Background: an optimization exercise with open tools, aiming at small area. Do not read the settings as production practice.
At most, simulation tests tie the RTL to the original design; equivalence was not proved.
The clock port is modelled as an ideal driver, which makes a skipped or thinned clock tree look cheaper than it is; a real chip needs a root buffer or a tree.
Power is estimated from default activity; no workload was simulated.

## umfm_codec
module umfm_codec (
    input  wire        clk,
    input  wire        rst,
    input  wire        cmd_valid,
    input  wire [3:0]  cmd_op,
    input  wire [31:0] cmd_arg,
    output reg         rsp_valid,
    output wire [31:0] rsp_data,
    output wire        rsp_illegal
);
export LEC_CHECK = 0
export ABC_AREA = 1
export CAP_MARGIN = 20
export CORE_AREA = 2.3 2.72 62.56 62.56
export DIE_AREA = 0 0 65 65
export SLEW_MARGIN = 20
create_clock -name core_clock -period 5.0 [get_ports {clk}]
standard.sh (not shown) runs the stock make flow with config.mk's settings and CLKGATE_MAP_FILE= SYNTH_SCRIPT=/design/flow/synth_recipe.tcl, a recipe that flattens the netlist after the stock synthesis.
==> flow/flow/run.sh <==
#!/bin/bash
# Own layout flow: the standard ORFS flow (standard.sh) with these changes:
#  - after the standard synthesis, the gates between the registers are
#    re-mapped with a stronger ABC script, several seeds, keeping the
#    smallest (flow/resyn_best.sh, flow/resyn.sh); the registers are
#    untouched, and each new netlist is proven equivalent before it is used;
#  - each port gets the smallest buffer (buf_1);
#  - the clock tree is a few clock buffers fed from the clock port, one per
#    cluster of registers, each the smallest that keeps the estimated clock
#    slew at its registers under MANUAL_CTS_SLEW_NS (flow/manual_cts.tcl);
#  - power recovery after global routing downsizes non-critical gates.
# Each tool writes its full output to a log file in this folder (and ORFS's
# own logs under orfs/logs/).
set -euo pipefail
here=$(pwd)
R=$here/orfs/results/sky130hd/umfm_codec/base
export BUFFER_PORTS_ARGS="-buffer_cell sky130_fd_sc_hd__buf_1"
export PRE_CTS_TCL=$here/flow/manual_cts.tcl
export MANUAL_CTS_SIZES="sky130_fd_sc_hd__clkbuf_2 sky130_fd_sc_hd__clkbuf_4 sky130_fd_sc_hd__clkbuf_8 sky130_fd_sc_hd__clkbuf_16"
export MANUAL_CTS_N=3
export MANUAL_CTS_SLEW_NS=0.115
export RECOVER_POWER=100

bash standard.sh synth > standard_synth.log 2>&1
cp $R/1_2_yosys.v $here/standard_1_2_yosys.v
if bash flow/resyn_best.sh $here/standard_1_2_yosys.v $here/resyn/out.v $here/resyn > resyn.log 2>&1; then
  cp $here/resyn/out.v $R/1_2_yosys.v
  echo "resyn: using the re-mapped netlist" >> resyn.log
else
  echo "resyn: failed, keeping the standard netlist" >> resyn.log
fi
bash standard.sh finish > standard_flow.log 2>&1
Other scripts of this flow, unchanged in this note and not shown: flow/flow/cutregs.py, flow/flow/manual_cts.tcl, flow/flow/resyn.abc, flow/flow/resyn.sh, flow/flow/resyn_best.sh
The first run passed the timing, design-rule and antenna checks.
Change:
--- a/flow/design.v
+++ b/flow/design.v
@@ -95,15 +95,15 @@
                   | (c_dbit & ~last_phase)
                   | (c_dec  & cmd_arg[2])
                   | (c_word & cmd_arg[8])
                   | (c_byte & last_bit);
         for (k = 1; k < 8; k = k + 1) begin
             r_next[2*k]   = (c_enc & cmd_arg[k])
                           | (((2*k < 8) ? c_dec : c_d32) & cmd_arg[4*k]);
-            r_next[2*k+1] = (c_enc & cmd_arg[(k == 3) ? 14 : (k == 6) ? 11 : 8+k])
+            r_next[2*k+1] = (c_enc & cmd_arg[8+k])
                           | (((2*k+1 < 8) ? c_dec : c_d32) & cmd_arg[4*k+2]);
         end
     end
     always @(posedge clk) begin
         r           <= r_next;
         f_blk       <= c_enc;
         f_wi        <= c_word | c_ill;
@@ -127,15 +127,15 @@
                 last_phase <= ~last_phase;
             if (c_sync)
                 sync_progress <= sync_next;
         end
     end
     wire f_word = f_blk & f_wi;              
     assign rsp_illegal = ~f_blk & f_wi;      
-    wire [16:0] v = {r[0], r[15], r[7], r[11], r[9], r[13], r[5], r[3],
+    wire [16:0] v = {r[0], r[15], r[13], r[11], r[9], r[7], r[5], r[3],
                      r[1], r[14], r[12], r[10], r[8],
                      r[6], r[4], r[2], last_bit};
     reg [31:0] rd;
     always @(*) begin
         for (k = 0; k < 8; k = k + 1) begin
             rd[2*k]   = (k == 0 && f_blk) ? last_bit : r[2*k];
             rd[2*k+1] = f_blk ? (fm | (~v[k] & ~v[k+1])) : r[2*k+1];
Outcome: The changed run finished clean; core utilization fell by 0.31 points; register-to-register slack stays flat; routed wire length rose by about 1.6%; final cell count fell by 0.80%; synthesized area fell by 0.94%; hold slack is better by 9.2 ps; total power fell by about 0.55%; worst setup slack is better by 92 ps; first-iteration DRC count fell by 38%; clock skew rose by 5.4 ps; sequential share of layout area rose by 0.25 points; via count fell by about 0.8%.
For the first run of this note, only the layout was checked, not whether the RTL still works. In every run of this note, the design's own scripts or RTL, not TritonCTS, make the clock network.

========
== alpha ==
umfm_codec, a different RTL version from the one above (not shown whole).
Size: about 73 I/O pins, roughly 1200 um^2 of cells after synthesis.
==> module umfm_codec, before the edit <==
module umfm_codec (
    input  wire        clk,
    input  wire        rst,
    input  wire        cmd_valid,
    input  wire [3:0]  cmd_op,
    input  wire [31:0] cmd_arg,
    output reg         rsp_valid,
    output wire [31:0] rsp_data,
    output reg         rsp_illegal
);
    localparam [3:0] OP_SETMODE = 4'h1;
    localparam [3:0] OP_RESET   = 4'h2;
    localparam [3:0] OP_ENCBIT  = 4'h3;
    localparam [3:0] OP_ENCBYTE = 4'h4;
    localparam [3:0] OP_ENCWORD = 4'h5;
    localparam [3:0] OP_DECBIT  = 4'h6;
    localparam [3:0] OP_DECW16  = 4'h7;
    localparam [3:0] OP_DECW32  = 4'h8;
    localparam [3:0] OP_SYNCBIT = 4'h9;
    localparam MODE_FM  = 1'b0;
    localparam MODE_POR = MODE_FM;   
    localparam PH_CLOCK = 1'b0;
    localparam PH_DATA  = 1'b1;
    localparam [14:0] SYNC_P = 15'b100100010010001;
    reg       mode;
    reg       last_bit;
    reg       last_phase;
    reg [3:0] sync_progress;
    reg [15:0] r;            
    reg        f_blk;        
    reg        f_word;       
    wire go      = cmd_valid & ~rst;
    wire c_set   = go & (cmd_op == OP_SETMODE);
    wire c_rst   = go & (cmd_op == OP_RESET);
    wire c_ebit  = go & (cmd_op == OP_ENCBIT);
    wire c_byte  = go & (cmd_op == OP_ENCBYTE);
    wire c_word  = go & (cmd_op == OP_ENCWORD);
    wire c_dbit  = go & (cmd_op == OP_DECBIT);
    wire c_d16   = go & (cmd_op == OP_DECW16);
    wire c_d32   = go & (cmd_op == OP_DECW32);
    wire c_sync  = go & (cmd_op == OP_SYNCBIT);
    wire c_ill   = go & ((cmd_op == 4'h0) | (cmd_op > OP_SYNCBIT));
    wire c_enc   = c_byte | c_word;           
    wire c_dec   = c_d16 | c_d32;             
    wire fm      = (mode == MODE_FM);
    wire bit_in  = cmd_arg[0];
    reg [3:0] sync_next;
    reg       sync_detected;
    always @(*) begin
        sync_detected = 1'b0;
        if (sync_progress == 4'd15) begin
            sync_next = 4'd15;
        end else if (bit_in == SYNC_P[sync_progress]) begin
            sync_next = sync_progress + 4'd1;
            if (sync_progress == 4'd14)
                sync_detected = 1'b1;
        end else begin
            case (sync_progress)
                4'd0, 4'd4, 4'd11: sync_next = 4'd0;
                4'd7, 4'd14:       sync_next = 4'd4;
                default:           sync_next = 4'd1;
            endcase
        end
    end
    reg [15:0] r_next;
    integer k;
    always @(*) begin
        r_next[0] = ((c_ebit | c_dec) & cmd_arg[0])
                  | (c_enc  & last_bit)
                  | (c_dbit & ~last_phase & cmd_arg[0])
                  | (c_sync & sync_detected);
        r_next[1] = (c_ebit & (fm | (~cmd_arg[0] & ~last_bit)))
                  | (c_dbit & ~last_phase)
                  | (c_dec  & cmd_arg[2])
                  | (c_word & cmd_arg[8])
                  | (c_byte & last_bit);
        for (k = 1; k < 8; k = k + 1) begin
            r_next[2*k]   = (c_enc & cmd_arg[k])
                          | (((2*k < 8) ? c_dec : c_d32) & cmd_arg[4*k]);
            r_next[2*k+1] = (c_enc & cmd_arg[8+k])
                          | (((2*k+1 < 8) ? c_dec : c_d32) & cmd_arg[4*k+2]);
        end
    end
    always @(posedge clk) begin
        r           <= r_next;
        f_blk       <= c_enc;
        f_word      <= c_word;
        rsp_valid   <= go;
        rsp_illegal <= c_ill;
        if (rst) begin
            mode          <= MODE_POR;
            last_bit      <= 1'b1;
            last_phase    <= PH_DATA;
            sync_progress <= 4'd0;
        end else begin
            if (c_set)
                mode <= cmd_arg[0];
            if (c_set | c_rst) begin
                last_bit      <= 1'b1;
                last_phase    <= PH_DATA;
                sync_progress <= 4'd0;
            end
            if (c_ebit | c_enc)
                last_bit <= cmd_arg[0];
            if (c_dbit)
                last_phase <= ~last_phase;
            if (c_sync)
                sync_progress <= sync_next;
        end
    end
    wire [16:0] v = {r[0], r[15], r[13], r[11], r[9], r[7], r[5], r[3],
                     r[1], r[14], r[12], r[10], r[8],
                     r[6], r[4], r[2], last_bit};
    reg [31:0] rd;
    always @(*) begin
        for (k = 0; k < 8; k = k + 1) begin
            rd[2*k]   = (k == 0 && f_blk) ? last_bit : r[2*k];
            rd[2*k+1] = f_blk ? (fm | (~v[k] & ~v[k+1])) : r[2*k+1];
        end
        for (k = 8; k < 16; k = k + 1) begin
            rd[2*k]   = f_word & v[k];
            rd[2*k+1] = f_word & (fm | (~v[k] & ~v[k+1]));
        end
    end
    assign rsp_data = rd;
endmodule
Settings: LEC_CHECK=0, ABC_AREA=1, CAP_MARGIN=20, CORE_AREA=2.3 2.72 62.56 62.56, DIE_AREA=0 0 65 65, SLEW_MARGIN=20; clock period 5.0 ns.
==> flow/flow/run.sh <==
#!/bin/bash
# Own layout flow: the standard ORFS flow (standard.sh) with these changes:
#  - after the standard synthesis, the gates between the registers are
#    re-mapped with a stronger ABC script, several seeds, keeping the
#    smallest (flow/resyn_best.sh, flow/resyn.sh); the registers are
#    untouched, and each new netlist is proven equivalent before it is used;
#  - each port gets the smallest buffer (buf_1);
#  - the clock tree is a few clock buffers fed from the clock port, one per
#    cluster of registers (flow/manual_cts.tcl);
#  - power recovery after global routing downsizes non-critical gates.
# Each tool writes its full output to a log file in this folder (and ORFS's
# own logs under orfs/logs/).
set -euo pipefail
here=$(pwd)
R=$here/orfs/results/sky130hd/umfm_codec/base
export BUFFER_PORTS_ARGS="-buffer_cell sky130_fd_sc_hd__buf_1"
export PRE_CTS_TCL=$here/flow/manual_cts.tcl
export MANUAL_CTS_BUF=${MANUAL_CTS_BUF:-sky130_fd_sc_hd__clkbuf_4}
export MANUAL_CTS_N=${MANUAL_CTS_N:-3}
export RECOVER_POWER=100

bash standard.sh synth > standard_synth.log 2>&1
cp $R/1_2_yosys.v $here/standard_1_2_yosys.v
if bash flow/resyn_best.sh $here/standard_1_2_yosys.v $here/resyn/out.v $here/resyn > resyn.log 2>&1; then
  cp $here/resyn/out.v $R/1_2_yosys.v
  echo "resyn: using the re-mapped netlist" >> resyn.log
else
  echo "resyn: failed, keeping the standard netlist" >> resyn.log
fi
bash standard.sh finish > standard_flow.log 2>&1
Other scripts of this flow, unchanged in this note and not shown: flow/flow/cutregs.py, flow/flow/manual_cts.tcl, flow/flow/resyn.abc, flow/flow/resyn.sh, flow/flow/resyn_best.sh
Setup changes, alpha to gamma
diff --git a/flow/design.v b/flow/design.v
--- a/flow/design.v
+++ b/flow/design.v
@@ -5,9 +5,9 @@
     input  wire [3:0]  cmd_op,
     input  wire [31:0] cmd_arg,
     output reg         rsp_valid,
     output wire [31:0] rsp_data,
-    output reg         rsp_illegal
+    output wire        rsp_illegal
 );
     localparam [3:0] OP_SETMODE = 4'h1;
     localparam [3:0] OP_RESET   = 4'h2;
     localparam [3:0] OP_ENCBIT  = 4'h3;
@@ -20,16 +20,15 @@
     localparam MODE_FM  = 1'b0;
     localparam MODE_POR = MODE_FM;   
     localparam PH_CLOCK = 1'b0;
     localparam PH_DATA  = 1'b1;
-    localparam [14:0] SYNC_P = 15'b100100010010001;
     reg       mode;
     reg       last_bit;
     reg       last_phase;
     reg [3:0] sync_progress;
     reg [15:0] r;            
     reg        f_blk;        
-    reg        f_word;       
+    reg        f_wi;         
     wire go      = cmd_valid & ~rst;
     wire c_set   = go & (cmd_op == OP_SETMODE);
     wire c_rst   = go & (cmd_op == OP_RESET);
     wire c_ebit  = go & (cmd_op == OP_ENCBIT);
@@ -46,22 +45,45 @@
     wire bit_in  = cmd_arg[0];
     reg [3:0] sync_next;
     reg       sync_detected;
     always @(*) begin
+        sync_next     = sync_progress;
         sync_detected = 1'b0;
-        if (sync_progress == 4'd15) begin
-            sync_next = 4'd15;
-        end else if (bit_in == SYNC_P[sync_progress]) begin
-            sync_next = sync_progress + 4'd1;
-            if (sync_progress == 4'd14)
-                sync_detected = 1'b1;
-        end else begin
-            case (sync_progress)
-                4'd0, 4'd4, 4'd11: sync_next = 4'd0;
-                4'd7, 4'd14:       sync_next = 4'd4;
-                default:           sync_next = 4'd1;
-            endcase
-        end
+        case ({sync_progress, bit_in})
+            {4'd0 , 1'b0}: begin sync_next = 4'd0 ; sync_detected = 1'b0; end   
+            {4'd0 , 1'b1}: begin sync_next = 4'd9 ; sync_detected = 1'b0; end   
+            {4'd9 , 1'b0}: begin sync_next = 4'd2 ; sync_detected = 1'b0; end   
+            {4'd9 , 1'b1}: begin sync_next = 4'd9 ; sync_detected = 1'b0; end   
+            {4'd2 , 1'b0}: begin sync_next = 4'd4 ; sync_detected = 1'b0; end   
+            {4'd2 , 1'b1}: begin sync_next = 4'd9 ; sync_detected = 1'b0; end   
+            {4'd4 , 1'b0}: begin sync_next = 4'd8 ; sync_detected = 1'b0; end   
+            {4'd4 , 1'b1}: begin sync_next = 4'd9 ; sync_detected = 1'b0; end   
+            {4'd8 , 1'b0}: begin sync_next = 4'd0 ; sync_detected = 1'b0; end   
+            {4'd8 , 1'b1}: begin sync_next = 4'd1 ; sync_detected = 1'b0; end   
+            {4'd1 , 1'b0}: begin sync_next = 4'd3 ; sync_detected = 1'b0; end   
+            {4'd1 , 1'b1}: begin sync_next = 4'd9 ; sync_detected = 1'b0; end   
+            {4'd3 , 1'b0}: begin sync_next = 4'd7 ; sync_detected = 1'b0; end   
+            {4'd3 , 1'b1}: begin sync_next = 4'd9 ; sync_detected = 1'b0; end   
+            {4'd7 , 1'b0}: begin sync_next = 4'd8 ; sync_detected = 1'b0; end   
+            {4'd7 , 1'b1}: begin sync_next = 4'd15; sync_detected = 1'b0; end   
+            {4'd15, 1'b0}: begin sync_next = 4'd14; sync_detected = 1'b0; end   
+            {4'd15, 1'b1}: begin sync_next = 4'd9 ; sync_detected = 1'b0; end   
+            {4'd14, 1'b0}: begin sync_next = 4'd13; sync_detected = 1'b0; end   
+            {4'd14, 1'b1}: begin sync_next = 4'd9 ; sync_detected = 1'b0; end   
+            {4'd13, 1'b0}: begin sync_next = 4'd10; sync_detected = 1'b0; end   
+            {4'd13, 1'b1}: begin sync_next = 4'd9 ; sync_detected = 1'b0; end   
+            {4'd10, 1'b0}: begin sync_next = 4'd0 ; sync_detected = 1'b0; end   
+            {4'd10, 1'b1}: begin sync_next = 4'd5 ; sync_detected = 1'b0; end   
+            {4'd5 , 1'b0}: begin sync_next = 4'd11; sync_detected = 1'b0; end   
+            {4'd5 , 1'b1}: begin sync_next = 4'd9 ; sync_detected = 1'b0; end   
+            {4'd11, 1'b0}: begin sync_next = 4'd6 ; sync_detected = 1'b0; end   
+            {4'd11, 1'b1}: begin sync_next = 4'd9 ; sync_detected = 1'b0; end   
+            {4'd6 , 1'b0}: begin sync_next = 4'd8 ; sync_detected = 1'b0; end   
+            {4'd6 , 1'b1}: begin sync_next = 4'd12; sync_detected = 1'b1; end   
+            {4'd12, 1'b0}: begin sync_next = 4'd12; sync_detected = 1'b0; end   
+            {4'd12, 1'b1}: begin sync_next = 4'd12; sync_detected = 1'b0; end   
+            default: ;
+        endcase
     end
     reg [15:0] r_next;
     integer k;
     always @(*) begin
@@ -83,11 +105,10 @@
     end
     always @(posedge clk) begin
         r           <= r_next;
         f_blk       <= c_enc;
-        f_word      <= c_word;
+        f_wi        <= c_word | c_ill;
         rsp_valid   <= go;
-        rsp_illegal <= c_ill;
         if (rst) begin
             mode          <= MODE_POR;
             last_bit      <= 1'b1;
             last_phase    <= PH_DATA;
@@ -107,8 +128,10 @@
             if (c_sync)
                 sync_progress <= sync_next;
         end
     end
+    wire f_word = f_blk & f_wi;              
+    assign rsp_illegal = ~f_blk & f_wi;      
     wire [16:0] v = {r[0], r[15], r[13], r[11], r[9], r[7], r[5], r[3],
                      r[1], r[14], r[12], r[10], r[8],
                      r[6], r[4], r[2], last_bit};
     reg [31:0] rd;
## What came out
- Compare gamma and alpha | sequential share of layout area lower: gamma
- The instance count on the critical path number comes out higher for alpha vs gamma.
- The clock network fraction of total power reported for gamma is smaller than that of alpha by 0.3 points.
- gamma vs. alpha: met1 wire length rose 7.6%, portion of total power attributed to combinational logic fell 0.6 points, final instance area fell about 2%.
- gamma vs alpha — routed wire length rose 2.1%.
- The capture point of the worst path comes out rsp_data[21] in one run and r[1] in the other, namely in gamma and alpha respectively.
- | sequential power | gamma vs alpha | about 3% lower |
- gamma vs alpha, area of the multi-input gates went down by 1.1%.
- Looking only at area of the mapped netlist, and setting everything else aside, the higher value of gamma and alpha goes to alpha.
- From alpha to gamma the numbers moved as follows: depth of the worst register-to-register path dropped 3, synthesized area per cell climbed 0.56 um^2, largest driver fanout on the critical path climbed 2, area growth from synthesis to final layout climbed 0.31 points.
No run of this note takes its clock network from TritonCTS; it comes from the design's own scripts or RTL.

## separate check: timing with driven ports
Ports are ideal in the flow. The routed layouts listed here were re-timed in OpenROAD. Step 1, drivers: a clkbuf_16 drives clk and a buf_2 each remaining input, both assumed. Step 2 times the ports against the registers' clock, not the clock port: input delays grow and output delays shrink by t, the midpoint of the rising clock arrivals with the driver on. Slacks: ideal / step 1 / step 2; pairs: ideal / step 1.
run | t, ns | setup slack, ns | worst hold slack (ns) | worst setup path after step 2 | worst slew at a driven data input, ns
the first run of note 1 | 0.190 | 2.011 / 2.030 / 1.840 | 0.503 / 0.503 / 0.503 | input to register | 0.04
the second run of note 1 | 0.186 | 2.103 / 2.066 / 2.252 | 0.513 / 0.513 / 0.513 | register to output | 0.04
alpha | 0.194 | 2.116 / 2.131 / 1.938 | 0.497 / 0.497 / 0.497 | input to register | 0.04
gamma | 0.193 | 2.103 / 2.065 / 2.257 | 0.508 / 0.508 / 0.508 | register to output | 0.04
After both steps every run listed still meets setup and hold. The setup slack of alpha, which loses most, moves by +0.015 ns with the drivers and by -0.178 ns with both steps.
